Source: an optimization exercise on an open RTL-to-GDS flow (aim: small area). Production flows keep margins and buffers that such runs may drop.
RTL that was checked went through simulation tests only; none was proved equivalent to the original.
For runs 1 to 5, only the layout was checked, not whether the RTL still works.
Power and IR drop assume default switching activity.

**flow/config.mk**
```make
export PLATFORM = sky130hd
export DESIGN_NAME = alu_adder
export DESIGN_NICKNAME = alu_adder
export VERILOG_FILES = /design/flow/design.v
export SDC_FILE = /design/flow/constraint.sdc
export NUM_CORES = 4
export LEC_CHECK = 0
export CAP_MARGIN = 20
export CORE_MARGIN = 2
export CORE_UTILIZATION = 40
export SLEW_MARGIN = 20
```
**flow/constraint.sdc**
```tcl
create_clock -name core_clock -period 20.0 [get_ports {clk}]
set_input_delay 4.0000 -clock core_clock [delete_from_list [all_inputs] [get_ports {clk}]]
set_output_delay 4.0000 -clock core_clock [all_outputs]
set_load 0.01 [all_outputs]
```
**flow/design.v**
```verilog
module alu_adder (
    input             clk,
    input             rst,
    input             req_valid,
    output            req_ready,
    input      [7:0]  ctrl,
    input      [31:0] src,
    input      [31:0] dest,
    input             flag_we,
    input      [5:0]  flag_wdata,
    output reg        resp_valid,
    output     [31:0] result,
    output     [5:0]  flags,
    output reg        faulted,
    output     [2:0]  fault_cause
);
    localparam K_L = 4'd0, K_X = 4'd1, K_R = 4'd2, K_H = 4'd3, K_M = 4'd4;
    localparam K_D = 4'd5, K_G = 4'd6, K_I = 4'd7, K_S = 4'd8;
    reg cf, pf, af, zf, sf, of;
    assign flags = {of, sf, zf, af, pf, cf};
    reg fc_hi, fc_lo;
    assign fault_cause = {fc_hi, ~fc_hi, fc_lo};
    reg [2:0]  ph;
    reg [4:0]  cnt;
    reg        t;           
    reg [31:0] A;
    reg [31:0] Q;
    assign result = A;
    wire [4:0] op = ctrl[4:0];
    wire [1:0] wc = ctrl[6:5];
    wire illegal_op = ctrl[7] | (op > 5'd16);
    wire illegal_w  = (wc == 2'b11);
    wire bad = illegal_op | illegal_w;
    wire op_addsub = (op[4:2] == 3'b000);           
    wire op_sub    = op[1];
    wire op_carry  = op[0];
    wire op_mul    = (op == 5'd4) | (op == 5'd5);
    wire op_div    = (op == 5'd6) | (op == 5'd7);
    wire op_mod    = (op == 5'd8) | (op == 5'd9);
    wire op_dm     = op_div | op_mod;
    wire op_signed = op[0] & (op_mul | op_dm);      
    wire op_logic  = (op == 5'd10) | (op == 5'd11) | (op == 5'd12);
    wire op_shl    = (op == 5'd13) | (op == 5'd16);
    wire op_shr    = (op == 5'd14);
    wire op_sar    = (op == 5'd15);
    wire op_shrx   = op_shr | op_sar;
    wire w8  = (wc == 2'b00);
    wire w16 = (wc == 2'b01);
    wire g1 = wc[1] | wc[0];
    wire g2 = wc[1];
    wire [31:0] mask = {{16{g2}}, {8{g1}}, 8'hFF};
    function msb_w(input [31:0] x, input [1:0] c);
        msb_w = c[1] ? x[31] : c[0] ? x[15] : x[7];
    endfunction
    wire sn = msb_w(src, wc);
    wire dn = msb_w(dest, wc);
    wire pn = sn ^ dn;                            
    wire [4:0] c = src[4:0];
    wire c_zero = (c == 5'd0);
    wire c_big  = w8 ? (c[4] | c[3]) : w16 ? c[4] : 1'b0;    
    wire [4:0] c_at = {(g2 | op_shl) ? c[4] : 1'b1, (w8 & ~op_shl) ? 1'b1 : c[3], c[2:0]};
    wire at_c = (cnt == c_at);
    wire last = (cnt == 5'd0);
    reg [3:0] kind;
    always @(*) begin
        kind = K_L;
        if (op_addsub)
            kind = (ph == 3'd0) ? K_L : K_R;
        else if (op_logic)
            kind = (ph == 3'd0) ? K_L : (ph == 3'd1) ? K_X : K_G;
        else if (op_mul)
            case (ph)
                3'd0: kind = K_L;
                3'd1, 3'd3: kind = K_X;
                3'd2: kind = K_M;
                default: kind = K_H;
            endcase
        else if (op_dm)
            case (ph)
                3'd0, 3'd1: kind = K_L;
                3'd2, 3'd5: kind = K_X;
                3'd3: kind = K_D;
                3'd4: kind = op_mod ? K_R : K_H;
                default: kind = K_H;
            endcase
        else if (op_shl)
            kind = (ph == 3'd0) ? K_L : K_I;
        else
            kind = (ph == 3'd0) ? K_L : (ph == 3'd1) ? K_X : K_S;
    end
    reg ins, x32on, mk;
    reg ys, yd, inv, cin;
    reg qbit;
    wire [32:0] x = {A[31] & x32on, A[30:0], ins};
    wire [31:0] ysm = {{16{ys & g2}}, {8{ys & g1}}, {8{ys}}};
    wire [31:0] ydm = {{16{yd & g2}}, {8{yd & g1}}, {8{yd}}};
    wire [31:0] ivm = {{16{inv & g2}}, {8{inv & g1}}, {8{inv}}};
    wire [31:0] y = ((ysm & src) | (ydm & dest)) ^ ivm;
    wire [33:0] cy;
    wire [33:0] S;
    assign cy[0] = cin;
    genvar i;
    generate
        for (i = 0; i < 32; i = i + 1) begin : g_fa
            assign S[i] = x[i] ^ y[i] ^ cy[i];
            assign cy[i+1] = (x[i] & y[i]) | (x[i] & cy[i]) | (y[i] & cy[i]);
        end
    endgenerate
    assign S[32] = x[32] ^ cy[32];
    assign cy[33] = x[32] & cy[32];
    assign S[33] = cy[33];
    wire s_w   = wc[1] ? S[32] : wc[0] ? S[16] : S[8];       
    wire s_w1  = wc[1] ? S[33] : wc[0] ? S[17] : S[9];       
    wire s_msb = msb_w(S[31:0], wc);                         
    wire x_msb = msb_w(x[31:0], wc);
    wire y_msb = msb_w(y, wc);
    wire q_top = msb_w(Q, wc);                               
    wire q_chk = wc[1] ? Q[30] : wc[0] ? Q[14] : Q[6];       
    wire n_zf = ((S[31:0] & mask) == 32'd0);
    wire n_pf = ~^S[7:0];
    wire n_sf = s_msb;
    wire kill8  = mk & w8;
    wire kill16 = mk & w16;
    reg ready_c;         
    reg fault_c;         
    reg wflags;          
    reg n_cf, n_of;
    reg t_n;
    reg fc_lo_set;       
    wire sub_step = ~t;                           
    wire neg = op_signed & (op_mod ? dn : pn);    
    always @(*) begin
        ins = 1'b0; x32on = 1'b1; mk = 1'b1;
        ys = 1'b0; yd = 1'b0; inv = 1'b0; cin = 1'b0;
        qbit = Q[31];
        ready_c = 1'b0; fault_c = 1'b0; wflags = 1'b0;
        n_cf = 1'b0; n_of = 1'b0;
        t_n = t;
        fc_lo_set = 1'b0;
        case (kind)
            K_L: begin
                if (last) begin
                    if (op_addsub | op_shrx) begin
                        yd = 1'b1;
                    end else if (op_mul) begin
                        ys = 1'b1; inv = op_signed & sn; cin = op_signed & sn;
                    end else if (op_dm) begin
                        if (ph == 3'd0) begin
                            ys = 1'b1;
                            t_n = n_zf;
                        end else begin
                            yd = 1'b1; inv = op_signed & dn; cin = op_signed & dn;
                        end
                    end else if (op_logic) begin
                        ys = 1'b1;
                    end
                end
                if (op_dm & (ph == 3'd1) & t) begin
                    ready_c = 1'b1; fault_c = 1'b1;    
                end
            end
            K_X: begin
                mk = 1'b0;
                qbit = A[31];
                if ((op_mul & (ph == 3'd1)) | (op_dm & (ph == 3'd2))) t_n = 1'b0;
                if (last) begin
                    if (op_logic) begin
                        yd = 1'b1;
                    end else if (op_shrx) begin
                        inv = op_sar & dn;             
                        if (c_big) begin
                            ready_c = 1'b1; wflags = 1'b1;
                            n_cf = S[0];
                            n_of = op_shr & dn;
                        end
                    end
                end
            end
            K_R: begin
                ins = A[31]; x32on = 1'b0; mk = last;
                if (last) begin
                    ys = op_addsub | t;
                    if (op_addsub) begin
                        inv = op_sub;
                        cin = op_sub ^ (op_carry & cf);
                        ready_c = 1'b1; wflags = 1'b1;
                        n_cf = s_w ^ op_sub;
                        n_of = (x_msb ~^ y_msb) & (s_msb ^ x_msb);
                    end else begin
                        inv = t & op_signed & sn; cin = t & op_signed & sn;
                        t_n = op_signed & ~pn & q_chk;
                        fc_lo_set = 1'b1;
                    end
                end
            end
            K_H: begin
                ins = Q[31] ^ neg;
                if (last) begin
                    cin = neg;
                    ready_c = 1'b1;
                    if (op_mul) begin
                        wflags = 1'b1;
                        n_cf = t | (op_signed & ~((n_sf == pn) | n_zf));
                        n_of = n_cf;
                    end else if (op_div) begin
                        fault_c = op_signed & ~pn & n_sf;
                        fc_lo_set = 1'b1;
                    end else begin
                        fault_c = t;
                    end
                end
            end
            K_M: begin
                yd = Q[31];
                inv = Q[31] & op_signed & dn; cin = Q[31] & op_signed & dn;
                t_n = t | s_w | s_w1;
            end
            K_D: begin
                ins = Q[31];
                ys = 1'b1;
                inv = sub_step ^ (op_signed & sn); cin = sub_step ^ (op_signed & sn);
                t_n = s_w ^ sub_step;
                qbit = ~(s_w ^ sub_step);
            end
            K_G: begin
                mk = 1'b0;
                ins = (op == 5'd10) ? (A[31] & Q[31]) :
                      (op == 5'd11) ? (A[31] | Q[31]) : (A[31] ^ Q[31]);
                if (last) begin
                    ready_c = 1'b1; wflags = 1'b1;
                end
            end
            K_I: begin
                yd = at_c;
                if (last) begin
                    ready_c = 1'b1; wflags = ~c_zero;
                    n_cf = s_w;
                    n_of = s_w ^ s_msb;
                end
            end
            default: begin   
                ins = q_top;
                if (at_c) begin
                    ready_c = 1'b1; wflags = ~c_zero;
                    n_cf = q_chk;                  
                    n_of = op_shr & dn;
                end
            end
        endcase
        if (bad) begin
            ready_c = 1'b1; fault_c = 1'b1;
        end
    end
    wire active = req_valid & ~faulted;
    assign req_ready = ~faulted & ready_c;
    wire accept = active & ready_c;
    wire [31:0] a_keep = {14'h3FFF, ~kill16, ~kill16, 6'h3F, ~kill8, ~kill8, 8'hFF};
    always @(posedge clk) begin
        A <= S[31:0] & a_keep;
        Q <= {Q[30:0], qbit};
        t <= t_n;
        if (~active) begin
        end else if (bad) begin
            fc_hi <= 1'b1;
            fc_lo <= ~illegal_op;
        end else if (kind == K_L) begin
            fc_hi <= 1'b0;
            fc_lo <= 1'b0;
        end else if (fc_lo_set) begin
            fc_lo <= 1'b1;
        end
    end
    always @(posedge clk) begin
        if (rst) begin
            ph <= 3'd0;
            cnt <= 5'd31;
            resp_valid <= 1'b0;
            faulted <= 1'b0;
            {of, sf, zf, af, pf, cf} <= 6'd0;
        end else begin
            resp_valid <= accept & ~fault_c;
            if (~active | accept) begin
                ph <= 3'd0;
                cnt <= 5'd31;
            end else begin
                cnt <= cnt - 5'd1;
                if (last) ph <= ph + 3'd1;
            end
            if (accept & fault_c) faulted <= 1'b1;
            if (accept & ~fault_c & wflags) begin
                cf <= n_cf;
                pf <= n_pf;
                zf <= n_zf;
                sf <= n_sf;
                of <= n_of;
            end
            if (flag_we) {of, sf, zf, af, pf, cf} <= flag_wdata;
        end
    end
endmodule
```
**flow/flow/run.sh**
```bash
#!/bin/bash
# Standard layout, but with the smallest buffer cell on every port.
set -euo pipefail
export BUFFER_PORTS_ARGS="-buffer_cell sky130_fd_sc_hd__buf_1"
bash standard.sh > standard.log 2>&1
```
**flow/standard.sh**
```bash
#!/bin/bash
# synth_recipe.tcl (not shown) runs the flow's synth.tcl, then flattens the netlist and writes it again
# the make line also repeats each setting of config.mk as NAME=value (left out here)
make -C /OpenROAD-flow-scripts/flow DESIGN_CONFIG=/design/flow/config.mk WORK_HOME=/design/flow/orfs CLKGATE_MAP_FILE= SYNTH_SCRIPT=/design/flow/synth_recipe.tcl "${@:-finish}"
```
==> reports/metrics.cfg, run 1 <==
[die]
ios=126
core_area_mm2=0.0137
start_util_pct=40.5
fp.dieArea_mm2=0.0148
fp.dieW_um=122
die_h_um=122
rows=43

[clocking]
htree_num_levels=3
cts_inserted_buffers=9
clkSinkCount=83
root_buffer=clkbuf_16
clk_latency_ns=0.34
cts_tree=done
hold_buffers=0
cts_buffer_depth=2
clk_pin_slew_ns=0.06

[logic_synthesis]
ys.warnings.count=1
ys_types=80
synth-seq-cells=83
synth_area_per_cell_um2=9.13
yosysSeqAreaShare_pct=30.5
async_flop_share_pct=0
synth_top_area_share_pct=28.9
syn_area_mm2=0.00555
synth-compound-area-share_pct=19.5
synthSimpleGateAreaFrac_pct=18.7
synth_mux_area_share_pct=3.34
synthTopCellsByCount=dfxtp_1 (80), nor2_1 (64), nand2_1 (46)
synth_area_leaders=dfxtp_1 (29%), fa_1 (12%), xnor2_1 (6.9%)
synthAdderAreaFrac_pct=14.7
yosysMostFrequentCell=dfxtp_1
syn-num-nets=736
synth-edff-count=3
synth_top_family_by_area=compound AO/OA/AOI/OAI gates
syn_inst=608
synth_largest_area_cell=dfxtp_1
synth_ff_type=dfxtp_1
synth-xor-area-share_pct=7.57

[worst_setup_path]
slowest_stage=or4_1
start_kind=primary input
path_max_fanout=9
crit_top_cell=fa_1
worstSetupEndpointType=flip-flop
max_stage_delay_ns=0.55
crit_required_ns=20.21
crit_type=in2reg
arrival_ns=19.52

[hold_path]
min_path_type=reg2reg

[finish]
regArea_mm2=0.00169
nets=891
area_growth_pct=24.7
drive_gt1_share_pct=14.8
multiInputGateArea_mm2=0.00364
num_antenna_cells=0
final_cell_area_mm2=0.00692
nFillCells=1351

[run_status]
status=timing/DRC/antenna clean

[pwr]
finalPower_uw=586
p_leak_uw=0.00274
power_density_mw_per_mm2=84.7
ir_drop_uv=49.1

[place]
gp_congestion=0.920
dpl_cell_area_mm2=0.00649
io_buffers=125
hpwl_um=13700

[timing]
setup_viol=0
rsz0062_at_grt=false
slew_headroom_pct=40.8
hold_viol=0
period_share_pct=96.6
fin_skew_ns=0.00633
max_freq_ghz=0.0518
worstMarginPinSlew_ns=0.878
maxSlewViolCount=0
min_period_ns=19.32

[detailed_routing]
avgViaCountPerCell=5.30
wirelength_um=16900
wl_per_cell_um=17.8
via_count=5029
antenna_left=0
first_pass_iters=5
drt_iter0_drc=288
drc=0

[grt]
grt_pass1_wl_um=26900
gr-total-overflow=0
antenna_found_initial=0
grt_max_degree=36
grt_use_total_pct=23.6
grt_pass1_vias=5090

[job]
drv_cap=0

==> cells by family after synthesis <==
group,count (synthesis)
AO/OA/AOI/OAI,142
XOR/XNOR,48
adder cells (fa/ha/maj),46
buffers and inverters,71
flip-flops,83
multiplexers,18
AND/OR/NAND/NOR,200
==> layout make-up <==
cell class                      count  share of cell area [%]
Sequential cell                    83                    24.4
Tap cell                          180                    3.25
Clock buffer                       10                    3.45
Timing Repair Buffer              182                    13.2
Clock inverter                      6                    1.37
Inverter                           33                    1.79
Multi-Input combinational cell    454                    52.5
==> worst max-delay path: cells and delay by family <==
kind / cells / cell delay, ns
adder cells (fa/ha/maj): 32 / 11.53
XOR/XNOR: 1 / 0.17
buffers and inverters: 4 / 0.49
multiplexers: 1 / 0.17
AND/OR/NAND/NOR: 9 / 2.13
AO/OA/AOI/OAI: 7 / 1.01
==> where the power goes <==
part | switching, uW | internal [uW] | leakage [uW]
Combinational | 101 | 73.1 | 0.00189
Sequential | 27.9 | 200 | 0.000689
Clock | 69.5 | 114 | 0.000166
Total | 199 | 387 | 0.00274
==> final timing paths <==
| path | start | endpoint | slack, ns | depth (start not counted) |
|---|---|---|---|---|
| max | ctrl[3] | of$_SDFFE_PP0P_ | 0.68 | 54 |
| min | Q[3]$_DFF_P_ | Q[4]$_DFF_P_ | 0.33 | 0 |
| max reg2reg | ph[0]$_SDFFE_PP0P_ | of$_SDFFE_PP0P_ | 3.48 | 54 |
| min reg2reg | Q[3]$_DFF_P_ | Q[4]$_DFF_P_ | 0.33 | 0 |
==> placed cells by master, fill, tap and decap left out, types with 5 or more instances in the layout <==
cell	instances
nand2b_1	10
xnor2_1	44
buf_4	56
fa_1	28
a22oi_1	32
nand2_1	46
buf_1	123
o211ai_1	5
mux2i_1	14
o21ai_0	11
nor4_1	7
a21oi_1	23
nand3_1	10
inv_1	33
nor3_1	9
nor2_1	64
nor2b_1	7
ha_1	14
and2_1	12
a211oi_1	5
dfxtp_1	80
clkbuf_16	9
==> through the flow <==
stage / utilization (%) / hold slack (ns) / worst slack, ns / setup TNS [ns] / cells
after CTS: 49.7 / 0.328 / 0.0779 / 0 / 944
after global routing: 50.5 / 0.330 / 0.0574 / 0 / 948
after floorplan: - / 0.310 / 0.717 / 0 / 608
final: 50.5 / 0.327 / 0.683 / 0 / 948
after global placement: 47.3 / 0.311 / -0.171 / -0.496 / 928
after detailed placement: 47.3 / 0.313 / -0.299 / -1.23 / 928
==> metal layers <==
layer	vias to the layer above	track usage (%)	wire, um
li1	2451	-	-
met1	2381	30.9	7510
met2	173	38.9	8080
met3	24	4.49	956
met4	0	8.76	368
met5	-	0	0
==> timing repair <==
item | CTS | global route
resized for setup | 0 | 20
endpoints found under the setup margin | 0 | 9
buffers inserted | 0 | 4
==> sequential cells by signal (all words and copies together), names as in the netlist <==
signal      cells
A              32
Q              32
af              1
cf              1
cnt             5
faulted         1
fc_hi           1
fc_lo           1
of              1
pf              1
ph              3
resp_valid      1
sf              1
t               1
zf              1
==> run 2: changes to the inputs <==
--- a/flow/config.mk
+++ b/flow/config.mk
@@ -8,4 +8,5 @@
 export CAP_MARGIN = 20
 export CORE_MARGIN = 2
 export CORE_UTILIZATION = 40
+export GPL_TIMING_DRIVEN = 0
 export SLEW_MARGIN = 20
==> run 2 against run 1 <==
Net effect:
- still clean
- clock-buffer cell count up 1
- first-iteration DRC count fell by 13%
- register-to-register slack better by 0.16 ns
- global-route usage rose by 0.18 points
- cell area is 0.18% higher
- non-clock buffer count down 1
- combinational power rose by 6%
- sequential share of layout area is essentially flat
==> reports/metrics.cfg, run 2 <==
[run_status]
status=timing/DRC/antenna clean

[logic_synthesis]
ys.warnings.count=1
synth-compound-area-share_pct=19.5
synth_area_per_cell_um2=9.13
synth_mux_area_share_pct=3.34
synthTopCellsByCount=dfxtp_1 (80), nor2_1 (64), nand2_1 (46)
synth-edff-count=3
synth_largest_area_cell=dfxtp_1
syn_area_mm2=0.00555
yosysSeqAreaShare_pct=30.5
synth-seq-cells=83
synth_top_family_by_area=compound AO/OA/AOI/OAI gates
synth-xor-area-share_pct=7.57
syn_inst=608
synthAdderAreaFrac_pct=14.7
ys_types=80
syn-num-nets=736
synthSimpleGateAreaFrac_pct=18.7
synth_top_area_share_pct=28.9
yosysMostFrequentCell=dfxtp_1
async_flop_share_pct=0
synth_area_leaders=dfxtp_1 (29%), fa_1 (12%), xnor2_1 (6.9%)
synth_ff_type=dfxtp_1

[timing]
min_period_ns=19.39
hold_viol=0
max_freq_ghz=0.0516
period_share_pct=96.9
maxSlewViolCount=0
setup_viol=0
tns_ns=0
slew_headroom_pct=50.8
rsz0062_at_grt=false
fin_skew_ns=0.0105
worstMarginPinSlew_ns=0.738

[finish]
num_antenna_cells=0
final_cell_mix=buf_1 (122), dfxtp_1 (80), nor2_1 (64), nand2_1 (45), xnor2_1 (44)
reg_top3=A: 32 flops, Q: 32 flops, cnt: 5 flops
nets=890
fin_util_pct=50.6
drive_gt1_share_pct=16.1
layout_commonest_cell=buf_1
area_growth_pct=25.0

[clocking]
clkSinkCount=83
cts_tree=done
clk_pin_slew_ns=0.06
cts_inserted_buffers=9
cts_buffer_depth=2
htree_num_levels=3
root_buffer=clkbuf_16
hold_buffers=0
clk_latency_ns=0.35

[grt]
grt_pass1_vias=5114
antenna_found_initial=0
grt_use_total_pct=23.8
grt_pass1_wl_um=26900
grt_max_degree=14
gr-total-overflow=0

[die]
core_area_mm2=0.0137
start_util_pct=40.5
ios=126
rows=43
die_h_um=122
fp.dieW_um=122
fp.dieArea_mm2=0.0148

[pwr]
clock_power_share_pct=28.2
internal_power_uw=371
p_leak_uw=0.00268
seq_power_share_pct=39.7
p_comb_share_pct=32.1
p_sw_share_pct=35.4
ir_drop_uv=45.1
power_density_mw_per_mm2=82.8
p_sw_uw=203

[detailed_routing]
avgViaCountPerCell=5.42
wirelength_um=17200
antenna_left=0
drc=0
first_pass_iters=5
drt_iter0_drc=251
wl_per_cell_um=18.2
via_count=5123

[worst_setup_path]
regToRegSetupSlack_ns=3.64
worstSetupEndpointType=flip-flop
path_max_fanout=10
slowest_stage=fa_2
start_kind=primary input
crit_required_ns=20.26
crit_type=in2reg
r2r_end=of$_SDFFE_PP0P_
max_stage_delay_ns=0.63
arrival_ns=19.65
crit_top_cell=fa_1
ff2ff_path_depth=56
timing.rr.start=ph[0]$_SDFFE_PP0P_

[hold_path]
min_path_type=reg2reg
timing.hold.worst_path_depth=0
min_to=Q[1]$_DFF_P_
hp-start=Q[0]$_DFF_P_

[job]
drv_cap=0

[place]
hpwl_um=13300
gp_congestion=0.960
io_buffers=122

run 2: worst max-delay path by stage:
stage             from  cells past startpoint              end  slack, ns
6_report       ctrl[3]                     56  of$_SDFFE_PP0P_       0.61
5_1_grt        ctrl[0]                     58  of$_SDFFE_PP0P_      0.005
4_1_cts        ctrl[0]                     57  of$_SDFFE_PP0P_     0.0003
3_5_place_dp   ctrl[4]                     53  of$_SDFFE_PP0P_      -1.29
3_3_place_gp   ctrl[4]                     53  pf$_SDFFE_PP0P_      -1.14
2_1_floorplan  ctrl[1]                     55  pf$_SDFFE_PP0P_       0.72
run 2: cell families after synthesis:
kind of cell,count (synthesis)
compound gates,142
fa+ha+maj,46
simple gates,200
xor+xnor,48
mux,18
flops,83
buf+inv,71
run 2: worst max-delay path, delay by kind of cell:
| family | cells | cell delay (ns) |
|---|---|---|
| muxes | 1 | 0.17 |
| AOI/OAI and AO/OA | 7 | 1.25 |
| buffers and inverters | 6 | 0.86 |
| adders and majority gates | 32 | 11.49 |
| and+or+nand+nor | 9 | 1.71 |
| xor gates and xnor gates | 1 | 0.17 |
run 2: metrics by stage:
step           setup WS (ns)  power (uW)  hold WS (ns)  cell area, um2  instances
6_report               0.613         574         0.324            6940        945
5_1_grt              0.00523         610         0.332            6940        945
4_1_cts             0.000279         566         0.328            6720        937
3_5_place_dp           -1.29         397         0.313            6230        910
3_3_place_gp           -1.14         394         0.312            6230        910
2_1_floorplan          0.717         327         0.310            5550        608
run 2: routing by layer:
metal	track usage [%]	part of all wire (%)	vias up
met4	10.2	3.3	0
li1	-	-	2448
met3	6.69	8.0	43
met2	37.5	46	209
met5	0	0	-
met1	30.6	43	2423
run 2: cell type report:
| class | instances | area, um2 |
|---|---|---|
| plain buffers | 37 | 228 |
| clock buffers | 11 | 264 |
| clock inverters | 3 | 21.3 |
| fillers | 1357 | 6780 |
| inverters | 33 | 124 |
| multi-input cells | 454 | 3740 |
| flip-flops and latches | 83 | 1690 |
| well taps | 180 | 225 |
| repair buffers | 144 | 644 |
run 2: power groups by stage:
| stage | Sequential (uW) | Combinational, uW | Clock, uW |
|---|---|---|---|
| floorplan | 238 | 89.1 | 0 |
| global placement | 231 | 163 | 0 |
| detailed placement | 231 | 165 | 0 |
| CTS | 228 | 173 | 165 |
| global route | 233 | 204 | 173 |
| finish | 228 | 185 | 162 |
run 2: timing repair:
action                                  in CTS  in global routing
endpoints found under the setup margin       9                  9
setup buffers                               14                  8
resized for setup                           28                 40
pin swaps                                    7                  9
gates cloned                                 0                  0
==> run 3: changes to the inputs <==
==> flow/flow/run.sh (replaced) <==
#!/bin/bash
# Standard layout, but with the smallest buffer cell on every port and a
# clock tree of small buffers without dummy loads.
set -euo pipefail
export BUFFER_PORTS_ARGS="-buffer_cell sky130_fd_sc_hd__buf_1"
export CTS_ARGS="-sink_clustering_enable -repair_clock_nets -dont_use_dummy_load -buf_list sky130_fd_sc_hd__clkbuf_4 -root_buf sky130_fd_sc_hd__clkbuf_8"
bash standard.sh > standard.log 2>&1
==> run 3 against run 2 <==
Net effect:
- still clean
- clock power fell by 41%
- routed wire length rose by 0.22%
- clock-buffer cell count fell by 2
- first-iteration DRC count rose by 8.8%
- cell count fell by 0.32%
- sequential share of layout area rose by 0.51 points
- non-clock buffer count rose by 2
- area after synthesis did not move
- global-route usage fell by 0.31 points
- die area did not move
- worst setup slack improved by 0.033 ns
- highest routed layer unchanged
==> reports/metrics.cfg, run 3 <==
[run_status]
status=timing/DRC/antenna clean

[clocking]
hold_buffers=0
clk_pin_slew_ns=0.07
cts_inserted_buffers=9
cts_buffer_depth=2
root_buffer=clkbuf_8
cts_tree=done
htree_num_levels=3
clk_latency_ns=0.36
clkSinkCount=83

[place]
gp_congestion=0.960
io_buffers=122
pre_cts_ws_ns=-1.29
dpl_cell_area_mm2=0.00623
hpwl_um=13300

[pwr]
seq_power_share_pct=44.7
power_density_mw_per_mm2=75.0
p_comb_share_pct=36.7
internal_power_uw=320
ir_drop_uv=42.5
clock_power_share_pct=18.6
p_sw_uw=190
p_sw_share_pct=37.2
p_leak_uw=0.00261
finalPower_uw=509

[grt]
grt_pass1_wl_um=26700
grt_pass1_vias=5085
grt_use_total_pct=23.5
antenna_found_initial=0
grt_max_degree=14
gr-total-overflow=0

[timing]
holdWs_ns=0.331
max_freq_ghz=0.0517
hold_viol=0
slew_headroom_pct=52.7
worstMarginPinSlew_ns=0.709
tns_ns=0
setup_viol=0
rsz0062_at_grt=false
setup_slack_ns=0.646
period_share_pct=96.8
fin_skew_ns=0.0240
maxSlewViolCount=0
min_period_ns=19.35

[detailed_routing]
wl_per_cell_um=18.3
first_pass_iters=5
drt_iter0_drc=273
avgViaCountPerCell=5.42
drc=0
via_count=5103
antenna_left=0
wirelength_um=17200

[worst_setup_path]
crit_top_cell=fa_1
crit_type=in2reg
crit_required_ns=20.27
max_stage_delay_ns=0.59
start_kind=primary input
timing.rr.start=ph[0]$_SDFFE_PP0P_
worstSetupEndpointType=flip-flop
slowest_stage=fa_2
regToRegSetupSlack_ns=3.64
r2r_end=of$_SDFFE_PP0P_
crit_start=ctrl[0]
path_max_fanout=10
arrival_ns=19.62
ff2ff_path_depth=56
cp-endpoint=of$_SDFFE_PP0P_

[logic_synthesis]
synth_largest_area_cell=dfxtp_1
synth_top_area_share_pct=28.9
synth_ff_type=dfxtp_1
synth_area_per_cell_um2=9.13
yosysMostFrequentCell=dfxtp_1
synth-edff-count=3
syn_inst=608
yosysSeqAreaShare_pct=30.5
synth_area_leaders=dfxtp_1 (29%), fa_1 (12%), xnor2_1 (6.9%)
synthTopCellsByCount=dfxtp_1 (80), nor2_1 (64), nand2_1 (46)
syn_area_mm2=0.00555
synth-seq-cells=83
ys_types=80
syn-num-nets=736
ys.warnings.count=1
async_flop_share_pct=0

[finish]
nets=892
regArea_mm2=0.00169
num_antenna_cells=0
nFillCells=1367
final_cell_mix=buf_1 (122), dfxtp_1 (80), nor2_1 (64), nand2_1 (46), xnor2_1 (44)
area_growth_pct=22.4
multiInputGateArea_mm2=0.00374
drive_gt1_share_pct=15.7
final_cell_area_mm2=0.00679
layout_commonest_cell=buf_1
reg_top3=A: 32 flops, Q: 32 flops, cnt: 5 flops

[job]
drv_cap=0

[die]
start_util_pct=40.5
core_area_mm2=0.0137
fp.dieArea_mm2=0.0148
rows=43
ios=126
die_h_um=122
fp.dieW_um=122

[hold_path]
min_path_type=reg2reg

## run 3: final cells by class
| cell class | instances | share of cell area (%) |
|---|---|---|
| multi-input combinational | 454 | 55.1 |
| sequential | 83 | 24.9 |
| timing repair buffer | 146 | 9.71 |
| buffer | 37 | 3.35 |
| tap | 180 | 3.32 |
| clock buffer | 9 | 1.82 |
| inverter | 33 | 1.82 |
## run 3: worst min path at each step
| stage | from | to | slack [ns] | cells past startpoint |
|---|---|---|---|---|
| floorplan | Q[9]$_DFF_P_ | Q[10]$_DFF_P_ | 0.31 | 0 |
| global placement | Q[16]$_DFF_P_ | Q[17]$_DFF_P_ | 0.31 | 0 |
| detailed placement | Q[19]$_DFF_P_ | Q[20]$_DFF_P_ | 0.31 | 0 |
| CTS | Q[17]$_DFF_P_ | Q[18]$_DFF_P_ | 0.33 | 0 |
| global route | Q[8]$_DFF_P_ | Q[9]$_DFF_P_ | 0.34 | 0 |
| finish | Q[17]$_DFF_P_ | Q[18]$_DFF_P_ | 0.33 | 0 |
## run 3: worst max-delay path, delay by kind of cell
kind	cells	cell delay, ns
adders and majority gates	32	11.45
AOI/OAI and AO/OA	11	2.13
buffers and inverters	9	1.33
and+or+nand+nor	5	0.50
xor gates and xnor gates	1	0.18
## run 3: stage by stage
stage                     utilization (%)  std cells
after global routing                 49.5        942
after global placement               45.4        910
final                                49.5        942
after CTS                            47.7        931
after detailed placement             45.4        910
after floorplan                         -        608
## run 3: cell families after synthesis
group	Yosys count	share of synthesized area (%)
DFF	83	30.5
muxes	18	3.34
and+or+nand+nor	200	18.7
xor gates and xnor gates	48	7.57
buffers and inverters	71	5.73
adders and majority gates	46	14.7
AOI/OAI and AO/OA	142	19.5
## run 3: layer usage
layer / GRT usage, % / part of all wire (%)
met1: 30.5 / 43
met2: 37.6 / 47
met3: 6.55 / 7.9
met4: 8.41 / 2.4
met5: 0 / 0
## run 3: power groups by stage
stage                     logic, uW  registers, uW  clock network [uW]
after CTS                       172            228                98.5
final                           187            228                94.8
after floorplan                89.1            238                   0
after detailed placement        165            231                   0
after global routing            207            233                 105
after global placement          163            231                   0
## run 3: what timing repair did
item                       4_1_cts  5_1_grt
setup endpoints to repair        9        9
setup buffers                   13       11
resized for setup               27       40
pin swaps                        6        9
hold endpoints to repair         0        0
==> run 4: changes to the inputs <==
--- a/flow/design.v
+++ b/flow/design.v
@@ -14,8 +14,8 @@
     output reg        faulted,
     output     [2:0]  fault_cause
 );
-    localparam K_L = 4'd0, K_X = 4'd1, K_R = 4'd2, K_H = 4'd3, K_M = 4'd4;
-    localparam K_D = 4'd5, K_G = 4'd6, K_I = 4'd7, K_S = 4'd8;
+    localparam K_X = 3'd0, K_R = 3'd1, K_H = 3'd2, K_M = 3'd3;
+    localparam K_D = 3'd4, K_G = 3'd5, K_I = 3'd6, K_S = 3'd7;
     reg cf, pf, af, zf, sf, of;
     assign flags = {of, sf, zf, af, pf, cf};
     reg fc_hi, fc_lo;
@@ -61,32 +61,30 @@
     wire [4:0] c_at = {(g2 | op_shl) ? c[4] : 1'b1, (w8 & ~op_shl) ? 1'b1 : c[3], c[2:0]};
     wire at_c = (cnt == c_at);
     wire last = (cnt == 5'd0);
-    reg [3:0] kind;
+    reg [2:0] kind;
     always @(*) begin
-        kind = K_L;
+        kind = K_X;
         if (op_addsub)
-            kind = (ph == 3'd0) ? K_L : K_R;
+            kind = (ph == 3'd0) ? K_X : K_R;
         else if (op_logic)
-            kind = (ph == 3'd0) ? K_L : (ph == 3'd1) ? K_X : K_G;
+            kind = (ph == 3'd2) ? K_G : K_X;
         else if (op_mul)
             case (ph)
-                3'd0: kind = K_L;
-                3'd1, 3'd3: kind = K_X;
+                3'd0, 3'd1, 3'd3: kind = K_X;
                 3'd2: kind = K_M;
                 default: kind = K_H;
             endcase
         else if (op_dm)
             case (ph)
-                3'd0, 3'd1: kind = K_L;
-                3'd2, 3'd5: kind = K_X;
+                3'd0, 3'd1, 3'd2, 3'd5: kind = K_X;
                 3'd3: kind = K_D;
                 3'd4: kind = op_mod ? K_R : K_H;
                 default: kind = K_H;
             endcase
         else if (op_shl)
-            kind = (ph == 3'd0) ? K_L : K_I;
+            kind = (ph == 3'd0) ? K_X : K_I;
         else
-            kind = (ph == 3'd0) ? K_L : (ph == 3'd1) ? K_X : K_S;
+            kind = (ph == 3'd2) ? K_S : K_X;
     end
     reg ins, x32on, mk;
     reg ys, yd, inv, cin;
@@ -138,42 +136,37 @@
         t_n = t;
         fc_lo_set = 1'b0;
         case (kind)
-            K_L: begin
-                if (last) begin
-                    if (op_addsub | op_shrx) begin
-                        yd = 1'b1;
-                    end else if (op_mul) begin
-                        ys = 1'b1; inv = op_signed & sn; cin = op_signed & sn;
-                    end else if (op_dm) begin
-                        if (ph == 3'd0) begin
-                            ys = 1'b1;
-                            t_n = n_zf;
-                        end else begin
-                            yd = 1'b1; inv = op_signed & dn; cin = op_signed & dn;
-                        end
-                    end else if (op_logic) begin
-                        ys = 1'b1;
-                    end
-                end
-                if (op_dm & (ph == 3'd1) & t) begin
-                    ready_c = 1'b1; fault_c = 1'b1;    
-                end
-            end
             K_X: begin
                 mk = 1'b0;
                 qbit = A[31];
                 if ((op_mul & (ph == 3'd1)) | (op_dm & (ph == 3'd2))) t_n = 1'b0;
                 if (last) begin
-                    if (op_logic) begin
-                        yd = 1'b1;
-                    end else if (op_shrx) begin
-                        inv = op_sar & dn;             
-                        if (c_big) begin
-                            ready_c = 1'b1; wflags = 1'b1;
-                            n_cf = S[0];
-                            n_of = op_shr & dn;
+                    if (ph == 3'd0) begin
+                        if (op_addsub | op_shrx) begin
+                            yd = 1'b1;
+                        end else if (op_mul) begin
+                            ys = 1'b1; inv = op_signed & sn; cin = op_signed & sn;
+                        end else if (op_dm | op_logic) begin
+                            ys = 1'b1;
+                            t_n = n_zf;
+                        end
+                    end else if (ph == 3'd1) begin
+                        if (op_dm) begin
+                            yd = 1'b1; inv = op_signed & dn; cin = op_signed & dn;
+                        end else if (op_logic) begin
+                            yd = 1'b1;
+                        end else if (op_shrx) begin
+                            inv = op_sar & dn;             
+                            if (c_big) begin
+                                ready_c = 1'b1; wflags = 1'b1;
+                                n_cf = S[0];
+                                n_of = op_shr & dn;
+                            end
                         end
                     end
+                end
+                if (op_dm & (ph == 3'd1) & t) begin
+                    ready_c = 1'b1; fault_c = 1'b1;    
                 end
             end
             K_R: begin
@@ -263,7 +256,7 @@
         end else if (bad) begin
             fc_hi <= 1'b1;
             fc_lo <= ~illegal_op;
-        end else if (kind == K_L) begin
+        end else if (ph == 3'd0) begin
             fc_hi <= 1'b0;
             fc_lo <= 1'b0;
         end else if (fc_lo_set) begin
--- a/flow/config.mk
+++ b/flow/config.mk
@@ -8,5 +8,4 @@
 export CAP_MARGIN = 20
 export CORE_MARGIN = 2
 export CORE_UTILIZATION = 40
-export GPL_TIMING_DRIVEN = 0
 export SLEW_MARGIN = 20
==> run 4 against run 3 <==
Net effect:
- still clean
- maximum frequency increased by 0.68%
- total power increased by 31%
- hold slack got worse by 0.016 ns
- routed wire length increased by 0.28%
- first-iteration DRC count increased by 4.4%
- cell area decreased by 0.37%
- via count increased by 0.86%
- register-to-register slack got worse by 0.18 ns
- worst setup slack improved by 0.13 ns
- clock power decreased by 1%
- global-route usage increased by 0.68 points
- highest routed layer unchanged
==> reports/metrics.cfg, run 4 <==
[finish]
drive_gt1_share_pct=14.8
multiInputGateArea_mm2=0.00363
regArea_mm2=0.00169
reg_top3=A: 32 flops, Q: 32 flops, cnt: 5 flops
num_antenna_cells=0
layout_commonest_cell=buf_1
fin_util_pct=50.5
area_growth_pct=22.3
final_cell_mix=buf_1 (121), dfxtp_1 (80), buf_4 (58), nor2_1 (54)
nets=900
nFillCells=1320
fin_cells=946

[die]
fp.dieArea_mm2=0.0148
die_h_um=122
ios=126
start_util_pct=41.3
rows=42
fp.dieW_um=122
core_area_mm2=0.0134

[worst_setup_path]
slowest_stage=or4b_1
max_stage_delay_ns=0.51
crit_top_cell=fa_1
start_kind=primary input
arrival_ns=19.47
worstSetupEndpointType=flip-flop
path_max_fanout=14
crit_type=in2reg
crit_required_ns=20.25

[detailed_routing]
wl_met3_um=911
drt-met1-wl_um=7580
avgViaCountPerCell=5.44
first_pass_iters=6
top_layer=met4
via_count=5147
wl_per_cell_um=18.2
drc=0
antenna_left=0
wirelength_um=17300
wl_met2_um=8140
drt_iter0_drc=285

[pwr]
power_density_mw_per_mm2=98.7
internal_power_uw=406
seq_power_share_pct=43.4
ir_drop_uv=51.5
p_leak_uw=0.00260
p_sw_share_pct=39.2
p_comb_share_pct=42.6
clock_power_share_pct=14.0
p_sw_uw=262

[logic_synthesis]
synth_largest_area_cell=dfxtp_1
syn_area_mm2=0.00554
syn_inst=619
ys_types=72
synth-edff-count=3
syn-num-nets=747
synth_area_leaders=dfxtp_1 (29%), fa_1 (12%), xnor2_1 (6.5%)
synthTopCellsByCount=dfxtp_1 (80), nor2_1 (54), nand2_1 (41), xnor2_1 (41), inv_1 (33)
ys.warnings.count=1
yosysSeqAreaShare_pct=30.6
synth_area_per_cell_um2=8.94
yosysMostFrequentCell=dfxtp_1
async_flop_share_pct=0
synth_top_area_share_pct=28.9
synth_ff_type=dfxtp_1
synth-seq-cells=83

[place]
dp.cells=934
hpwl_um=13700
gp_congestion=0.963
io_buffers=125

[run_status]
status=timing/DRC/antenna clean

[hold_path]
min_path_type=reg2reg

[clocking]
cts_tree=done
clk_pin_slew_ns=0.09
root_buffer=clkbuf_8
clk_latency_ns=0.37
htree_num_levels=3
hold_buffers=0
cts_inserted_buffers=9
clkSinkCount=83
cts_buffer_depth=2

[timing]
period_share_pct=96.1
worstMarginPinSlew_ns=0.977
tns_ns=0
fin_skew_ns=0.0233
maxSlewViolCount=0
setup_viol=0
rsz0062_at_grt=false
slew_headroom_pct=34.7
min_period_ns=19.22
hold_viol=0
max_freq_ghz=0.0520

[grt]
antenna_found_initial=0
grt_max_degree=31
gr-total-overflow=0
grt_use_total_pct=24.2
grt_pass1_wl_um=27300
grt_pass1_vias=5076

[job]
drv_cap=0

[run 4: cell count changes in the layout (fill, tap and decap cells not counted), moves of 7 or more]
cell      previous run  this run
o21ai_0             12        20
nor2b_1              5        13
clkbuf_1            10         0
buf_4               33        58
nor3_1               8        15
o21ai_1              2         9
nor2_1              64        54
and2_1              12         4
[run 4: timing repair]
action | CTS | global route
buffers inserted | 0 | 3
setup endpoints to repair | 0 | 6
resized for setup | 0 | 32
endpoints found under the hold margin | 0 | 0
[run 4: routing by layer]
layer / vias up / global-route usage [%]
met3: 37 / 4.21
li1: 2497 / -
met4: 0 / 9.12
met1: 2448 / 32.0
met2: 165 / 39.6
met5: - / 0
[run 4: worst paths after layout]
kind	slack, ns	end	depth (start not counted)	startpoint
worst max-delay path	0.78	of$_SDFFE_PP0P_	52	ctrl[1]
worst min-delay path	0.31	Q[28]$_DFF_P_	0	Q[27]$_DFF_P_
worst max register to register	3.46	of$_SDFFE_PP0P_	53	ph[1]$_SDFFE_PP0N_
worst min register to register	0.31	Q[28]$_DFF_P_	0	Q[27]$_DFF_P_
[run 4: power groups by stage]
stage	registers [uW]	logic (uW)	clock network, uW
floorplan	292	157	0
global placement	292	274	0
detailed placement	293	278	0
CTS	291	281	95.9
global route	299	320	103
finish	290	285	93.7
[run 4: cells by family (layout without fill, tap and decap cells)]
| group | Yosys count | after routing | synth area share, % |
|---|---|---|---|
| AO/OA/AOI/OAI | 155 | 155 | 19.7 |
| XOR/XNOR | 46 | 46 | 7.28 |
| adder cells (fa/ha/maj) | 46 | 46 | 14.7 |
| buffers and inverters | 79 | 230 | 6.06 |
| flip-flops | 83 | 83 | 30.6 |
| multiplexers | 23 | 23 | 4.27 |
| AND/OR/NAND/NOR | 187 | 187 | 17.4 |
[run 4: critical path, delay by kind of cell]
family	cells	cell delay, ns
adders and majority gates	32	11.61
AOI/OAI and AO/OA	8	1.43
and+or+nand+nor	5	1.41
buffers and inverters	5	0.71
xor gates and xnor gates	1	0.20
muxes	1	0.10
[run 4: layout make-up]
type                            instances  area share, %
Multi-Input combinational cell        457           53.7
Sequential cell                        83           25.0
Timing Repair Buffer                  187           14.4
Tap cell                              176           3.25
Inverter                               34           1.89
Clock buffer                            9           1.83
[run 4: through the flow]
| stage | power (uW) | area, um2 | setup slack, ns | hold WS, ns |
|---|---|---|---|---|
| floorplan | 449 | 5540 | 0.502 | 0.310 |
| global placement | 566 | 6490 | -0.0304 | 0.310 |
| detailed placement | 571 | 6490 | -0.109 | 0.312 |
| CTS | 668 | 6610 | 0.264 | 0.319 |
| global route | 721 | 6770 | 0.0122 | 0.321 |
| finish | 668 | 6770 | 0.777 | 0.314 |
==> run 5: changes to the inputs <==
--- a/flow/config.mk
+++ b/flow/config.mk
@@ -5,6 +5,7 @@
 export SDC_FILE = /design/flow/constraint.sdc
 export NUM_CORES = 4
 export LEC_CHECK = 0
+export ABC_AREA = 1
 export CAP_MARGIN = 20
 export CORE_MARGIN = 2
 export CORE_UTILIZATION = 40
==> run 5 against run 4 <==
Net effect:
- clock-buffer cell count unchanged
- highest routed layer unchanged
- total power decreased by 7.6%
- routed wire length decreased by 5.5%
- flip-flop and latch count unchanged
- sequential power decreased by 2%
- worst setup slack improved by 0.091 ns
- combinational power decreased by 16%
- sequential share of layout area increased by 2.1 points
- non-clock buffer count decreased by 45
- still clean
==> reports/metrics.cfg, run 5 <==
[clocking]
clk_latency_ns=0.38
cts_tree=done
htree_num_levels=3
cts_buffer_depth=2
post_cts.repair.setup_buffers=0
root_buffer=clkbuf_8
cts_inserted_buffers=9
clk_pin_slew_ns=0.09
clkSinkCount=83

[logic_synthesis]
synth_top_area_share_pct=29.8
synth_largest_area_cell=dfxtp_1
async_flop_share_pct=0
synth_area_per_cell_um2=7.94
synth-compound-area-share_pct=9.46
synthSimpleGateAreaFrac_pct=28.0
synth_area_leaders=dfxtp_1 (30%), fa_1 (12%), nand2_1 (8.9%)
synth-edff-count=3
yosysMostFrequentCell=nand2_1
synth_ff_type=dfxtp_1
synthAdderAreaFrac_pct=15.2
synth-xor-area-share_pct=6.69
synth_top_family_by_area=simple AND/OR/NAND/NOR gates
synthTopCellsByCount=nand2_1 (127), nand3_1 (89), dfxtp_1 (80)
syn_area_mm2=0.00537
yosysSeqAreaShare_pct=31.5
synth-seq-cells=83
ys.warnings.count=1
syn_inst=676
ys_types=54
synth_mux_area_share_pct=0.210
syn-num-nets=804

[pwr]
power_density_mw_per_mm2=99.0
ir_drop_uv=54.6
p_leak_uw=0.00284

[die]
fp.dieArea_mm2=0.0144
fp.dieW_um=120
start_util_pct=40.7
ios=126
rows=42
die_h_um=120
core_area_mm2=0.0132

[job]
drv_cap=0

[place]
gp_congestion=0.945
hpwl_um=13300
pre_cts_ws_ns=-0.0578
io_buffers=125

[finish]
layout_commonest_cell=nand2_1
nFillCells=1379
final_cell_mix=nand2_1 (125), buf_1 (120), nand3_1 (87), dfxtp_1 (80), inv_1 (70)
drive_gt1_share_pct=11.5
reg_top3=A: 32 flops, Q: 32 flops, cnt: 5 flops
area_growth_pct=16.2
num_antenna_cells=0
nets=929

[grt]
antenna_found_initial=0
gr-total-overflow=0
grt_pass1_wl_um=25800
grt_pass1_vias=5016
grt_max_degree=38
grt_use_total_pct=23.5

[worst_setup_path]
worstSetupEndpointType=flip-flop
path_max_fanout=10
crit_type=in2reg
crit_family=adder cells
cp_num_buf_inv=8
arrival_ns=19.43
crit_top_cell=fa_1
ff2ff_path_depth=60
max_stage_delay_ns=0.49
cp.depth=59
start_kind=primary input
crit_required_ns=20.30
slowest_stage=fa_1

[timing]
setup_viol=0
maxSlewViolCount=0
setup_slack_ns=0.868
worstMarginPinSlew_ns=0.510
min_period_ns=19.13
hold_viol=0
max_freq_ghz=0.0523
slew_headroom_pct=65.7
holdWs_ns=0.320
rsz0062_at_grt=false
fin_skew_ns=0.0186
period_share_pct=95.7

[run_status]
status=timing/DRC/antenna clean

[hold_path]
min_path_type=reg2reg
timing.hold.worst_path_depth=0

[detailed_routing]
drc=0
wl_per_cell_um=16.7
wirelength_um=16300
avgViaCountPerCell=5.19
antenna_left=0
via_count=5062
first_pass_iters=4
drt_iter0_drc=237

[run 5: cell count changes in the layout (fill, tap and decap cells not counted), moves of 18 or more]
cell / change
nand3_1: +81
nand2_1: +84
buf_4: -41
mux2i_1: -18
nor2_1: -20
a22oi_1: -29
inv_1: +37
xor2_1: +24
xnor2_1: -29
[run 5: final timing paths]
path | from | endpoint | slack (ns)
worst max register to register | ph[0]$_SDFFE_PP0N_ | of$_SDFFE_PP0P_ | 3.99
worst min-delay path | Q[0]$_DFF_P_ | Q[1]$_DFF_P_ | 0.32
worst min register to register | Q[0]$_DFF_P_ | Q[1]$_DFF_P_ | 0.32
worst max-delay path | ctrl[1] | of$_SDFFE_PP0P_ | 0.87
[run 5: logic make-up (layout without fill, tap and decap cells)]
kind of cell,count (synthesis),count (layout)
fa+ha+maj,46,46
mux,1,1
flops,83,83
xor+xnor,41,41
simple gates,312,312
compound gates,82,82
buf+inv,111,234
[run 5: layout make-up]
class	instances	area [um2]	area share [%]
Tap cell	176	220	3.53
Clock buffer	9	124	1.99
Sequential cell	83	1690	27.1
Inverter	83	319	5.12
Timing Repair Buffer	142	603	9.67
Multi-Input combinational cell	482	3280	52.6
[run 5: per-stage QoR]
stage	utilization [%]	TNS, ns	std cells	instance area [um2]	total power (uW)
after floorplan	-	0	676	5370	425
after global placement	45.7	0	966	6030	521
after detailed placement	45.7	-0.129	966	6030	523
after CTS	46.6	0	975	6150	621
after global routing	47.3	0	975	6230	663
final	47.3	0	975	6230	617
[run 5: power by group]
part	switching [uW]	internal (uW)	total [uW]	leakage [uW]
sequential	46.1	237	283	0.000699
clock	56.0	40.3	96.3	0.0000647
combinational	144	94.5	238	0.00207
total	246	372	617	0.00284
[run 5: timing repair]
action	CTS	global route
hold buffers	0	0
setup endpoints to repair	0	9
endpoints found under the hold margin	0	0
gates resized for setup	0	24
[run 5: metal layers]
layer / global-route usage, % / vias to the layer above / part of all wire [%]
li1: - / 2467 / -
met5: 0 / - / 0
met2: 37.3 / 182 / 46
met3: 4.90 / 48 / 6.0
met4: 12.1 / 0 / 4.3
met1: 30.5 / 2365 / 44
==> run 6: changes to the inputs <==
--- a/flow/design.v
+++ b/flow/design.v
@@ -26,11 +26,14 @@
     reg [31:0] A;
     reg [31:0] Q;
     assign result = A;
-    wire [4:0] op = ctrl[4:0];
-    wire [1:0] wc = ctrl[6:5];
-    wire illegal_op = ctrl[7] | (op > 5'd16);
+    reg  [7:0] ctrl_r;
+    reg        sn, dn;
+    wire [4:0] op = ctrl_r[4:0];
+    wire [1:0] wc = ctrl_r[6:5];
+    wire first = (ph == 3'd0) & (cnt == 5'd31);
+    wire illegal_op = ctrl_r[7] | (op > 5'd16);
     wire illegal_w  = (wc == 2'b11);
-    wire bad = illegal_op | illegal_w;
+    wire bad = (illegal_op | illegal_w) & ~first;
     wire op_addsub = (op[4:2] == 3'b000);           
     wire op_sub    = op[1];
     wire op_carry  = op[0];
@@ -52,8 +55,6 @@
     function msb_w(input [31:0] x, input [1:0] c);
         msb_w = c[1] ? x[31] : c[0] ? x[15] : x[7];
     endfunction
-    wire sn = msb_w(src, wc);
-    wire dn = msb_w(dest, wc);
     wire pn = sn ^ dn;                            
     wire [4:0] c = src[4:0];
     wire c_zero = (c == 5'd0);
@@ -250,6 +251,9 @@
     wire [31:0] a_keep = {14'h3FFF, ~kill16, ~kill16, 6'h3F, ~kill8, ~kill8, 8'hFF};
     always @(posedge clk) begin
         A <= S[31:0] & a_keep;
+        ctrl_r <= ctrl;
+        sn <= msb_w(src, ctrl[6:5]);
+        dn <= msb_w(dest, ctrl[6:5]);
         Q <= {Q[30:0], qbit};
         t <= t_n;
         if (~active) begin
--- a/flow/config.mk
+++ b/flow/config.mk
@@ -5,8 +5,7 @@
 export SDC_FILE = /design/flow/constraint.sdc
 export NUM_CORES = 4
 export LEC_CHECK = 0
-export ABC_AREA = 1
 export CAP_MARGIN = 20
 export CORE_MARGIN = 2
-export CORE_UTILIZATION = 40
+export CORE_UTILIZATION = 65
 export SLEW_MARGIN = 20
==> run 6 against run 5 <==
Net effect:
- flip-flop and latch count increased by 10
- total power increased by 10%
- sequential share of layout area increased by 1.6 points
- clock power increased by 3.5%
- largest cell class unchanged
- cell area increased by 5.4%
- critical path depth decreased by 6
- clock-buffer cell count unchanged
- global-route usage increased by 11 points
- highest routed layer unchanged
- maximum frequency decreased by 1.0%
- worst setup slack got worse by 0.19 ns
- largest power group unchanged
==> reports/metrics.cfg, run 6 <==
[run_status]
status=timing/DRC/antenna clean

[detailed_routing]
drc=0
via_count=5456
wirelength_um=16800
drt_iter0_drc=534
antenna_left=0
first_pass_iters=5
wl_per_cell_um=19.8
avgViaCountPerCell=6.42

[logic_synthesis]
synthTopCellsByCount=dfxtp_1 (90), nor2_1 (54), nand2_1 (44)
syn_inst=642
syn_area_mm2=0.00590
synth_area_per_cell_um2=9.19
ys.warnings.count=1
synth_area_leaders=dfxtp_1 (31%), fa_1 (11%), xnor2_1 (5.8%)
synth_ff_type=dfxtp_1
yosysSeqAreaShare_pct=32.1
synth-seq-cells=93
synth_top_area_share_pct=30.6
syn-num-nets=771
yosysMostFrequentCell=dfxtp_1
ys_types=83
synth_largest_area_cell=dfxtp_1
synth-edff-count=3
async_flop_share_pct=0

[worst_setup_path]
ff2ff_path_depth=50
timing.rr.start=ctrl_r[4]$_DFF_P_
crit_top_cell=fa_1
worstSetupEndpointType=flip-flop
max_stage_delay_ns=0.46
r2r_end=of$_SDFFE_PP0P_
start_kind=primary input
crit_required_ns=20.21
arrival_ns=19.54
regToRegSetupSlack_ns=2.49
slowest_stage=fa_2
crit_type=in2reg
path_max_fanout=5

[finish]
fin_cells=850
layout_commonest_cell=buf_1
drive_gt1_share_pct=7.95
final_cell_mix=buf_1 (124), dfxtp_1 (90), nor2_1 (54), nand2_1 (44), xnor2_1 (39)
reg_top3=A: 32 flops, Q: 32 flops, ctrl_r: 8 flops
nets=873
num_antenna_cells=0
final_cell_area_mm2=0.00657
area_growth_pct=11.5

[clocking]
root_buffer=clkbuf_8
htree_num_levels=3
cts_inserted_buffers=9
clk_pin_slew_ns=0.11
post_cts.repair.setup_buffers=0
clk_latency_ns=0.38
cts_buffer_depth=2
clkSinkCount=93
cts_resized=0
cts_tree=done
hold_buffers=0

[timing]
setup_slack_ns=0.675
rsz0062_at_grt=false
maxSlewViolCount=0
fin_skew_ns=0.0352
worstMarginPinSlew_ns=1.07
holdWs_ns=0.291
min_period_ns=19.32
period_share_pct=96.6
setup_viol=0
max_freq_ghz=0.0517
slew_headroom_pct=27.9
hold_viol=0

[grt]
grt_pass1_vias=5182
grt_pass1_wl_um=26600
grt_max_degree=32
gr-total-overflow=0
antenna_found_initial=0
grt_use_total_pct=34.3

[die]
fp.dieArea_mm2=0.00985
rows=34
start_util_pct=67.3
fp.dieW_um=99.2
core_area_mm2=0.00876
die_h_um=99.2
ios=126

[hold_path]
min_to=Q[3]$_DFF_P_
timing.hold.worst_path_depth=0
hp-start=Q[2]$_DFF_P_
min_path_type=reg2reg

[place]
dp.cells=841
io_buffers=125
dpl_cell_area_mm2=0.00638
hpwl_um=12900
gp_congestion=0.963
pre_cts_ws_ns=-0.155

[pwr]
finalPower_uw=682
power_density_mw_per_mm2=104
ir_drop_uv=104
p_leak_uw=0.00248

[job]
drv_cap=0

## run 6: changes by cell type in the layout (fill, tap and decap cells not counted), sizes merged, moves of 6 or more
cell,delta
nand2,-95
nand3,-76
inv,-50
a22oi,+29
xnor2,+27
xor2,-23
mux2i,+16
nand2b,+15
dfxtp,+10
nor2b,+10
a211oi,+6
a31oi,+6
## run 6: per-layer routing
layer  wire [um]  part of all wire (%)  GRT usage [%]
met1        7060                    42           48.5
met4         278                   1.7           10.7
met5           0                     0              0
met3        1750                    10           7.03
met2        7740                    46           53.2
## run 6: worst max-delay path, delay by kind of cell
kind / cells / cell delay [ns]
simple gates: 7 / 1.56
xor+xnor: 1 / 0.16
fa+ha+maj: 32 / 11.53
buf+inv: 3 / 0.28
compound gates: 10 / 1.99
## run 6: how the worst max path moves through the flow
stage,startpoint,to,slack [ns],cells past startpoint
3_3_place_gp,src[3],of$_SDFFE_PP0P_,0.40,54
2_1_floorplan,src[3],of$_SDFFE_PP0P_,0.60,55
6_report,src[3],of$_SDFFE_PP0P_,0.68,53
3_5_place_dp,src[3],of$_SDFFE_PP0P_,-0.16,54
4_1_cts,src[3],of$_SDFFE_PP0P_,0.14,54
5_1_grt,src[3],of$_SDFFE_PP0P_,0.07,54
## run 6: cells by family (layout without fill, tap and decap cells)
kind of cell / Yosys count / in the layout / synth area share, %
AND/OR/NAND/NOR: 208 / 208 / 19.1
AO/OA/AOI/OAI: 151 / 151 / 19.1
flip-flops: 93 / 93 / 32.1
buffers and inverters: 80 / 180 / 5.90
adder cells (fa/ha/maj): 47 / 47 / 14.0
XOR/XNOR: 45 / 45 / 6.68
multiplexers: 18 / 18 / 3.10
## run 6: layout make-up
cell class,count,area (um2)
multi-input combinational,469,3730
fill,639,2190
sequential,93,1890
timing repair buffer,139,576
tap,108,135
clock buffer,9,124
inverter,32,120
## run 6: power breakdown
part / switching, uW / internal, uW / leakage, uW / total [uW]
combinational: 162 / 112 / 0.00163 / 274
sequential: 51.0 / 257 / 0.000785 / 308
clock: 59.3 / 40.5 / 0.0000647 / 99.7
total: 272 / 410 / 0.00248 / 682
## run 6: per-stage QoR
stage | setup TNS (ns) | util, %
2_1_floorplan | 0 | -
3_3_place_gp | 0 | 72.8
3_5_place_dp | -0.155 | 72.8
4_1_cts | 0 | 74.2
5_1_grt | 0 | 75.0
6_report | 0 | 75.0
==> run 7: changes to the inputs <==
--- a/flow/config.mk
+++ b/flow/config.mk
@@ -5,7 +5,8 @@
 export SDC_FILE = /design/flow/constraint.sdc
 export NUM_CORES = 4
 export LEC_CHECK = 0
+export ABC_AREA = 1
 export CAP_MARGIN = 20
 export CORE_MARGIN = 2
-export CORE_UTILIZATION = 65
+export CORE_UTILIZATION = 40
 export SLEW_MARGIN = 20
==> run 7 against run 6 <==
Net effect:
- clock power hardly changed
- largest power group unchanged
- first-iteration DRC count is 54% lower
- combinational power down 18%
- register-to-register slack gained 0.98 ns
- non-clock buffer count fell by 9
- area after synthesis is 3.3% lower
- cell area decreased by 2.2%
==> reports/metrics.cfg, run 7 <==
[timing]
fin_skew_ns=0.0357
period_share_pct=94.0
max_freq_ghz=0.0532
worstMarginPinSlew_ns=0.694
tns_ns=0
slew_headroom_pct=53.7
rsz0062_at_grt=false
setup_viol=0
maxSlewViolCount=0
holdWs_ns=0.309
min_period_ns=18.80
hold_viol=0

[pwr]
p_comb_share_pct=36.2
power_density_mw_per_mm2=97.1
internal_power_uw=380
clock_power_share_pct=16.0
p_sw_share_pct=39.2
seq_power_share_pct=47.8
p_sw_uw=244
p_leak_uw=0.00294
ir_drop_uv=56.1

[run_status]
status=timing/DRC/antenna clean

[grt]
grt_pass1_vias=5144
grt_use_total_pct=22.9
antenna_found_initial=0
grt_max_degree=33
grt_pass1_wl_um=26300
gr-total-overflow=0

[logic_synthesis]
synth_largest_area_cell=dfxtp_1
syn-num-nets=793
synth-seq-cells=93
synth_top_area_share_pct=31.6
syn_area_mm2=0.00570
synth_area_leaders=dfxtp_1 (32%), fa_1 (11%), nand2_1 (8.0%)
ys_types=61
synthTopCellsByCount=nand2_1 (121), dfxtp_1 (90), inv_1 (64)
async_flop_share_pct=0
syn_inst=664
synth_ff_type=dfxtp_1
yosysMostFrequentCell=nand2_1
ys.warnings.count=1
synth-edff-count=3
yosysSeqAreaShare_pct=33.2
synth_area_per_cell_um2=8.59

[worst_setup_path]
r2r_end=cf$_SDFFE_PP0P_
crit_type=in2reg
cp_num_buf_inv=5
slowest_stage=fa_1
max_stage_delay_ns=0.55
timing.rr.start=ctrl_r[1]$_DFF_P_
crit_top_cell=fa_1
arrival_ns=19.06
worstSetupEndpointType=flip-flop
crit_required_ns=20.26
crit_family=adder cells
ff2ff_path_depth=62
start_kind=primary input
path_max_fanout=6
regToRegSetupSlack_ns=3.47

[clocking]
hold_buffers=0
cts_inserted_buffers=9
post_cts.repair.setup_buffers=0
cts_tree=done
clk_latency_ns=0.39
clk_pin_slew_ns=0.11
cts_buffer_depth=2
clkSinkCount=93
root_buffer=clkbuf_8
htree_num_levels=3
cts_resized=0

[hold_path]
min_to=Q[4]$_DFF_P_
hp-start=Q[3]$_DFF_P_
timing.hold.worst_path_depth=0
min_path_type=reg2reg

[detailed_routing]
wl_per_cell_um=17.2
drt_iter0_drc=247
first_pass_iters=6
antenna_left=0
drc=0
via_count=5032
wirelength_um=16500
avgViaCountPerCell=5.25

[place]
io_buffers=125
hpwl_um=13400
gp_congestion=0.951

[die]
fp.dieW_um=123
start_util_pct=41.1
core_area_mm2=0.0139
fp.dieArea_mm2=0.0152
die_h_um=123
ios=126
rows=43

[finish]
reg_top3=A: 32 flops, Q: 32 flops, ctrl_r: 8 flops
drive_gt1_share_pct=9.50
final_cell_mix=buf_1 (125), nand2_1 (121), dfxtp_1 (90), inv_1 (64), nand3_1 (60)
nets=910
num_antenna_cells=0
layout_commonest_cell=buf_1
area_growth_pct=12.7

[job]
drv_cap=0

==> run 7: changes by cell type in the layout (fill, tap and decap cells not counted), sizes merged, moves of 13 or more <==
| cell | change |
|---|---|
| mux2i | -16 |
| nand2b | -15 |
| xor2 | +28 |
| a32o | +13 |
| xnor2 | -35 |
| nand3 | +53 |
| nand2 | +90 |
| a22oi | -29 |
| inv | +43 |
==> run 7: cell families (layout without fill, tap and decap cells) <==
group	count (synthesis)	count (layout)	synth area share, %
AO/OA/AOI/OAI	96	96	12.2
XOR/XNOR	38	38	5.84
adder cells (fa/ha/maj)	47	47	14.5
buffers and inverters	102	217	7.57
flip-flops	93	93	33.2
AND/OR/NAND/NOR	288	288	26.7
==> run 7: area by class of cell <==
cell class | instances | area, um2
Clock buffer | 9 | 124
Multi-Input combinational cell | 469 | 3380
Tap cell | 180 | 225
Timing Repair Buffer | 130 | 507
Fill cell | 1413 | 7450
Sequential cell | 93 | 1890
Inverter | 78 | 302
==> run 7: stage by stage <==
| step | worst slack (ns) | total power (uW) | cells | instance area, um2 | utilization, % |
|---|---|---|---|---|---|
| after global routing | 0.325 | 674 | 959 | 6430 | 46.3 |
| after global placement | 1.07 | 528 | 950 | 6300 | 45.4 |
| after floorplan | 1.82 | 438 | 664 | 5700 | - |
| final | 1.20 | 624 | 959 | 6430 | 46.3 |
| after detailed placement | 0.854 | 528 | 950 | 6300 | 45.4 |
| after CTS | 1.23 | 632 | 959 | 6430 | 46.3 |
==> run 7: worst max-delay path by stage <==
| stage | from | end | cells past startpoint |
|---|---|---|---|
| floorplan | src[2] | cf$_SDFFE_PP0P_ | 56 |
| finish | src[2] | cf$_SDFFE_PP0P_ | 57 |
| CTS | src[2] | cf$_SDFFE_PP0P_ | 57 |
| global route | src[2] | cf$_SDFFE_PP0P_ | 57 |
| detailed placement | src[2] | cf$_SDFFE_PP0P_ | 57 |
| global placement | src[2] | cf$_SDFFE_PP0P_ | 57 |
==> run 7: power by group through the flow <==
stage / sequential, uW / combinational (uW) / clock (uW)
3_5_place_dp: 303 / 225 / 0
6_report: 298 / 226 / 99.7
4_1_cts: 301 / 227 / 104
3_3_place_gp: 304 / 224 / 0
5_1_grt: 308 / 257 / 110
2_1_floorplan: 306 / 133 / 0
==> run 7: metal layers <==
layer	vias to the layer above	track usage [%]	wire (um)
li1	2450	-	-
met1	2380	29.6	7350
met2	174	37.4	7810
met3	28	5.17	943
met4	0	8.74	428
met5	-	0	0

==> separate check: timing with driven ports <==
How much do the figures lean on ideal ports? The routed layouts below were timed once more, with nothing changed but the port constraints.
Step 1 sets driving cells, clkbuf_16 on the clock port and buf_2 on the other inputs (assumed; they add their load-dependent delay and slew).
Step 2 adds t to the input delays and takes it off the output delays; t is the mean of the earliest and latest rising clock arrival at the registers after step 1. Input paths then give back, and output paths get back, about the clock's delay inside the block.
a / b / c = no drivers / after step 1 / after step 2; a / b = the first two.
run	t (ns)	setup WS [ns]	hold slack, ns	worst setup path after step 2	slew at the worst register clock pin (ns)
run 1	0.382	0.683 / 0.701 / 0.319	0.327 / 0.327 / 0.327	input to register	0.06 / 0.06
run 2	0.390	0.613 / 0.634 / 0.244	0.324 / 0.324 / 0.324	input to register	0.07 / 0.07
run 3	0.388	0.646 / 0.655 / 0.267	0.331 / 0.331 / 0.331	input to register	0.08 / 0.08
run 4	0.395	0.777 / 0.792 / 0.396	0.314 / 0.314 / 0.314	input to register	0.09 / 0.09
run 5	0.410	0.868 / 0.880 / 0.470	0.320 / 0.320 / 0.320	input to register	0.09 / 0.09
run 6	0.391	0.675 / 0.685 / 0.294	0.291 / 0.291 / 0.291	input to register	0.11 / 0.11
run 7	0.413	1.199 / 1.209 / 0.796	0.309 / 0.309 / 0.309	input to register	0.11 / 0.11
After both steps every run listed still meets setup and hold. For run 7, which loses most, drivers alone change the setup slack by +0.010 ns; drivers and shift together by -0.403 ns.
